Background: an optimization exercise with open tools, aiming at small area, a short achievable clock period and few clock cycles per item. Do not read the settings as production practice.
In this exercise RTL edits were held to simulation tests only and were not proved equivalent to the original.

**flow/design.v**
```verilog
module alu_unit (
    input  wire        clk,
    input  wire        rst,         
    input  wire        in_valid,
    output wire        in_ready,
    input  wire [31:0] in_instr,    
    input  wire [31:0] in_x,        
    input  wire [31:0] in_y,        
    output reg         out_valid,
    output reg  [31:0] out_data,
    output reg  [7:0]  out_dest,
    output reg         out_fault    
);
    localparam [7:0] OP_ADD = 8'h30, OP_SUB = 8'h31, OP_MUL = 8'h32,
                     OP_DIV = 8'h33, OP_MOD = 8'h34,
                     OP_SHL = 8'h40, OP_SHR = 8'h41, OP_AND = 8'h42,
                     OP_OR  = 8'h43, OP_XOR = 8'h44, OP_NOT = 8'h45;
    localparam [1:0] S_IDLE = 2'd0, S_EXEC = 2'd1, S_DIV1 = 2'd2, S_DIV2 = 2'd3;
    reg [1:0]  state;
    reg [7:0]  op;
    reg [31:0] a, b;
    reg [7:0]  c;
    reg [7:0]  dest;
    wire [7:0]  sx = in_instr[15:8];
    wire [7:0]  sy = in_instr[23:16];
    wire [7:0]  ib = in_instr[31:24];
    wire [7:0]  opc = in_instr[7:0];
    wire [7:0]  tgt_sx = (sx != 8'd0) ? sx - 8'd1 : 8'd0;
    wire        is_bitwise = (opc[7:4] == 4'h4) && (opc != OP_NOT);
    wire [7:0]  dest_in = (is_bitwise && sy != 8'd0) ? sy - 8'd1 : tgt_sx;
    assign in_ready = (state == S_IDLE);
    wire [31:0] prod1 = a * b;
    wire [31:0] prod  = prod1 * {24'd0, c};
    reg  [31:0] result;
    always @(*) begin
        case (op)
            OP_ADD:  result = a + b + {24'd0, c};
            OP_SUB:  result = a - b - {24'd0, c};
            OP_MUL:  result = prod;
            OP_SHL:  result = (c >= 8'd32) ? 32'd0 : (a << c[4:0]);
            OP_SHR:  result = (c >= 8'd32) ? 32'd0 : (a >> c[4:0]);
            OP_AND:  result = a & {24'd0, c};
            OP_OR:   result = a | {24'd0, c};
            OP_XOR:  result = a ^ {24'd0, c};
            OP_NOT:  result = ~a;
            default: result = 32'd0;
        endcase
    end
    reg  [31:0] dv_rem, dv_quo, dv_den;
    reg  [5:0]  dv_cnt;
    wire [32:0] dv_shift = {dv_rem, dv_quo[31]};
    wire [32:0] dv_diff  = dv_shift - {1'b0, dv_den};
    wire        dv_ge    = !dv_diff[32];
    wire [31:0] dv_rem_n = dv_ge ? dv_diff[31:0] : dv_shift[31:0];
    wire [31:0] dv_quo_n = {dv_quo[30:0], dv_ge};
    wire        is_mod   = (op == OP_MOD);
    always @(posedge clk) begin
        if (rst) begin
            state     <= S_IDLE;
            out_valid <= 1'b0;
        end else begin
            out_valid <= 1'b0;
            case (state)
                S_IDLE: begin
                    if (in_valid) begin
                        op    <= opc;
                        a     <= (sx != 8'd0) ? in_x : 32'd0;
                        b     <= (sy != 8'd0) ? in_y : 32'd0;
                        c     <= ib;
                        dest  <= dest_in;
                        state <= S_EXEC;
                    end
                end
                S_EXEC: begin
                    if (op == OP_DIV || op == OP_MOD) begin
                        if (b == 32'd0 || c == 8'd0) begin
                            out_valid <= 1'b1;
                            out_fault <= 1'b1;
                            out_data  <= 32'd0;
                            out_dest  <= dest;
                            state     <= S_IDLE;
                        end else begin
                            dv_rem <= 32'd0;
                            dv_quo <= a;
                            dv_den <= b;
                            dv_cnt <= 6'd0;
                            state  <= S_DIV1;
                        end
                    end else begin
                        out_valid <= 1'b1;
                        out_fault <= 1'b0;
                        out_data  <= result;
                        out_dest  <= dest;
                        state     <= S_IDLE;
                    end
                end
                S_DIV1: begin
                    dv_rem <= dv_rem_n;
                    dv_quo <= dv_quo_n;
                    dv_cnt <= dv_cnt + 6'd1;
                    if (dv_cnt == 6'd31) begin
                        dv_rem <= 32'd0;
                        dv_quo <= is_mod ? dv_rem_n : dv_quo_n;
                        dv_den <= {24'd0, c};
                        dv_cnt <= 6'd0;
                        state  <= S_DIV2;
                    end
                end
                S_DIV2: begin
                    dv_rem <= dv_rem_n;
                    dv_quo <= dv_quo_n;
                    dv_cnt <= dv_cnt + 6'd1;
                    if (dv_cnt == 6'd31) begin
                        out_valid <= 1'b1;
                        out_fault <= 1'b0;
                        out_data  <= is_mod ? dv_rem_n : dv_quo_n;
                        out_dest  <= dest;
                        state     <= S_IDLE;
                    end
                end
            endcase
        end
    end
endmodule
```
**flow/run.sh**
```bash
#!/bin/bash
# synth_recipe.tcl (not shown) runs the flow's synth.tcl, then flattens the netlist and writes it again
# the make line also repeats each setting of config.mk as NAME=value (left out here)
make -C /OpenROAD-flow-scripts/flow DESIGN_CONFIG=/design/flow/config.mk WORK_HOME=/design/flow/orfs CLKGATE_MAP_FILE= SYNTH_SCRIPT=/design/flow/synth_recipe.tcl finish
```
**flow/config.mk**
```make
export PLATFORM = sky130hd
export DESIGN_NAME = alu_unit
export DESIGN_NICKNAME = alu_unit
export VERILOG_FILES = /design/flow/design.v
export SDC_FILE = /design/flow/constraint.sdc
export NUM_CORES = 4
export LEC_CHECK = 0
export CAP_MARGIN = 20
export CORE_MARGIN = 2
export CORE_UTILIZATION = 40
export SLEW_MARGIN = 20
```
**flow/constraint.sdc**
```tcl
create_clock -name core_clock -period 12.5 [get_ports {clk}]
set_input_delay 2.5000 -clock core_clock [delete_from_list [all_inputs] [get_ports {clk}]]
set_output_delay 2.5000 -clock core_clock [all_outputs]
set_load 0.01 [all_outputs]
```
==> insert_results.sql <==
INSERT INTO impl_metrics (metric_group, metric, value, unit) VALUES
('detailed_routing', 'drc_errors', '0', ''),
('yosys', 'dominantRegCellSynth', 'edfxtp_1', ''),
('worst_setup_path', 'crit_path_start_kind', 'flop', ''),
('sta', 'slew_headroom', '22.7', '%'),
('sta', 'final-setup-viol-count', '0', ''),
('floorplanning', 'start_util', '40.5', '%'),
('detailed_routing', 'drt_first_iter_violations', '3341', ''),
('worst_setup_path', 'reg2reg_from', 'a[9]', ''),
('placement', 'detailedPlacementHpwl', '121000', 'um'),
('yosys', 'number_of_instances_in_the_synthesized_netlist', '4801', ''),
('placement', 'dpl_cell_area', '46200', 'um^2'),
('floorplanning', 'chipHeight', '331', 'um'),
('worst_setup_path', 'crit_fanout', '25', ''),
('sta', 'rsz0062_at_grt', 'false', ''),
('clocking', 'cts.path.max_buffers', '3', ''),
('global_routing', 'global_route.usage.total', '28.5', '%'),
('detailed_routing', 'dr.max_layer_used', 'met5', ''),
('worst_setup_path', 'crit_top_cell', 'fa_1', ''),
('sta', 'final_max_slew_viol_count', '0', ''),
('detailed_routing', 'route.final.wire_length', '155000', 'um'),
('worst_setup_path', 'crit_family', 'adder cells', ''),
('floorplanning', 'ioPinCount', '142', ''),
('worst_setup_path', 'timing.critical_path.depth', '39', ''),
('clocking', 'insertion_delay', '650', 'ps'),
('yosys', 'syn_avg_cell_area', '8.90', 'um^2'),
('worst_setup_path', 'crit_path_top_delay_cell', 'fa_1', ''),
('layout', 'most-common-layout-cells', 'inv_1, fa_1, nand2_1', ''),
('clocking', 'clock_tree.root_cell', 'clkbuf_16', ''),
('worst_setup_path', 'worst_path_largest_cell_delay', '570', 'ps'),
('hold_path', 'hp-class', 'flop to flop', ''),
('global_routing', 'pin_count_of_the_biggest_net_entering_global_routing', '90', ''),
('floorplanning', 'core_area', '106000', 'um^2'),
('global_routing', 'initial_antenna_violation_count', '4', ''),
('yosys', 'proportion_of_register_bits_with_asynchronous_set_or_reset_after_synthesis', '0', '%'),
('layout', 'net_count_final', '5909', ''),
('placement', 'gp_congestion', '1.03', ''),
('hold_path', 'hold_path.startpoint', 'dest[2]', ''),
('sta', 'timing_worst_slew_pin_value', '1150', 'ps'),
('detailed_routing', 'wire_per_inst', '24.5', 'um'),
('detailed_routing', 'routed-via-count', '35600', ''),
('sta', 'max_freq', '82.9', 'MHz'),
('layout', 'area_growth', '10.5', '%'),
('global_routing', 'grt_pass1_vias', '36300', ''),
('worst_setup_path', 'critical_path_arrival', '12430', 'ps'),
('yosys', 'post_synthesis_net_count', '5820', ''),
('hold_path', 'whs_path_depth', '0', ''),
('sta', 'fin_setup_tns', '0', 'ps'),
('yosys', 'ys_ff_latch', '234', ''),
('worst_setup_path', 'timing_worst_setup_path_type', 'flop to flop', ''),
('global_routing', 'grt_first_pass_wirelength', '232000', 'um'),
('clocking', 'htree_num_levels', '1', ''),
('layout', 'num-fill-cells', '10300', ''),
('sta', 'worst_clock_skew', '26.0', 'ps'),
('clocking', 'cts.reportedPaths.clkPinSlew', '80', 'ps'),
('floorplanning', 'rows', '119', ''),
('detailed_routing', 'vias_per_instance', '5.65', ''),
('sta', 'finalHoldWorstSlack', '418', 'ps'),
('clocking', 'clock_tree_from_tritoncts', 'done', ''),
('detailed_routing', 'route.met2.wl', '69400', 'um'),
('worst_setup_path', 'required', '12870', 'ps'),
('status', 'run_status', 'no timing/DRC/antenna violations', ''),
('yosys', 'synth.yosys.warnings', '1', ''),
('global_routing', 'globalRoute.totalOverflow', '0', ''),
('yosys', 'seq_area_frac_synth', '16.4', '%');
==> path summary, 6_finish.rpt <==
kind,to,slack (ps)
max reg2reg,out_data[30],440
min,out_dest[2],420
min reg2reg,out_dest[2],420
max,out_data[30],440
==> layer usage <==
| metal | GRT usage [%] | up-vias |
|---|---|---|
| met3 | 4.87 | 331 |
| met5 | 0 | - |
| met2 | 44.6 | 1529 |
| li1 | - | 15900 |
| met1 | 38.5 | 17900 |
| met4 | 13.1 | 2 |
==> sequential cells by signal, summed over array words and instances (netlist names), 6 cells and up, named ones only <==
signal,count
a,32
b,32
c,8
dest,8
dv_cnt,6
dv_den,32
dv_quo,32
dv_rem,32
op,8
out_data,32
out_dest,8
==> logic make-up (layout without fill, tap and decap cells) <==
family / Yosys count / after routing / synth area share (%)
fa+ha+maj: 920 / 920 / 37.2
simple gates: 1533 / 1533 / 17.5
buf+inv: 961 / 1072 / 8.52
flops: 234 / 234 / 16.4
other cells: 0 / 1 / 0
xor+xnor: 206 / 206 / 4.36
mux: 135 / 135 / 3.64
compound gates: 812 / 812 / 12.5
==> Yosys cell counts, types with 13 or more instances <==
library cell | number | area share (%)
nand4_1 | 13 | 0.19
buf_1 | 27 | 0.24
a211oi_1 | 40 | 0.70
fa_1 | 582 | 27
nor4_1 | 20 | 0.29
ha_1 | 338 | 9.9
o21ai_0 | 211 | 2.5
a221oi_1 | 22 | 0.45
mux2i_1 | 108 | 2.5
o22ai_1 | 29 | 0.42
o21a_1 | 27 | 0.47
o221ai_1 | 21 | 0.43
o211ai_1 | 22 | 0.39
nor2b_1 | 84 | 1.2
nand3_1 | 49 | 0.57
o21bai_1 | 26 | 0.46
nand2b_1 | 39 | 0.57
a21o_1 | 63 | 1.1
and2_1 | 399 | 5.8
o31ai_1 | 15 | 0.26
a22oi_1 | 31 | 0.54
inv_1 | 711 | 6.2
edfxtp_1 | 231 | 16
nor3_1 | 44 | 0.52
and3_1 | 20 | 0.29
a31oi_1 | 20 | 0.29
clkbuf_1 | 208 | 1.8
mux4_2 | 13 | 0.69
nand2_1 | 412 | 3.6
a21oi_1 | 180 | 2.1
xor2_1 | 59 | 1.2
or3_1 | 13 | 0.19
nor2_1 | 411 | 3.6
xnor2_1 | 142 | 2.9
==> stage by stage <==
stage                     cells  worst slack [ps]
after global routing       6303              15.4
after floorplan            4801              1450
final                      6304               444
after detailed placement   6243               409
after global placement     6243               469
after CTS                  6298               385
==> final cells by class <==
type | count | area, um^2 | share of cell area, %
Clock buffer | 35 | 791 | 1.67
Sequential cell | 234 | 7000 | 14.8
Tap cell | 1391 | 1740 | 3.68
Clock inverter | 20 | 204 | 0.432
Inverter | 719 | 2700 | 5.72
Antenna cell | 1 | 2.50 | 0.00530
Timing Repair Buffer | 298 | 2610 | 5.52
Multi-Input combinational cell | 3606 | 32200 | 68.1
==> repair_timing <==
item / 4_1_cts / 5_1_grt
endpoints found under the setup margin: 0 / 2
gates resized for setup: 0 / 5
setup buffers: 0 / 5
Testbench counts, summed over its fixed seeds: cycles 31,624, items 3,200.

[separate check: timing with driven ports]
In the flow no input, the clock included, has a driving cell. The finished layout below was timed again as built, in two steps. Step 1 assumes that a clkbuf_16 drives the clock port and a buf_2 every other input. Step 2 times the ports against the registers' clock, not the clock port: input delays grow and output delays shrink by t, the midpoint of the rising clock arrivals with the driver on. Three values: ideal, step 1, step 2; two values: the first two.
shift t [ns]: 0.704
setup WS [ns]: 0.444 / 0.444 / 0.444
worst hold slack (ns): 0.418 / 0.418 / 0.418
worst register clock-pin slew, ns: 0.08 / 0.08
cell pins on the clock port's net: 1
After both steps this run still meets setup and hold. For this run, drivers alone change the setup slack by 0.000 ns; drivers and shift together by 0.000 ns.
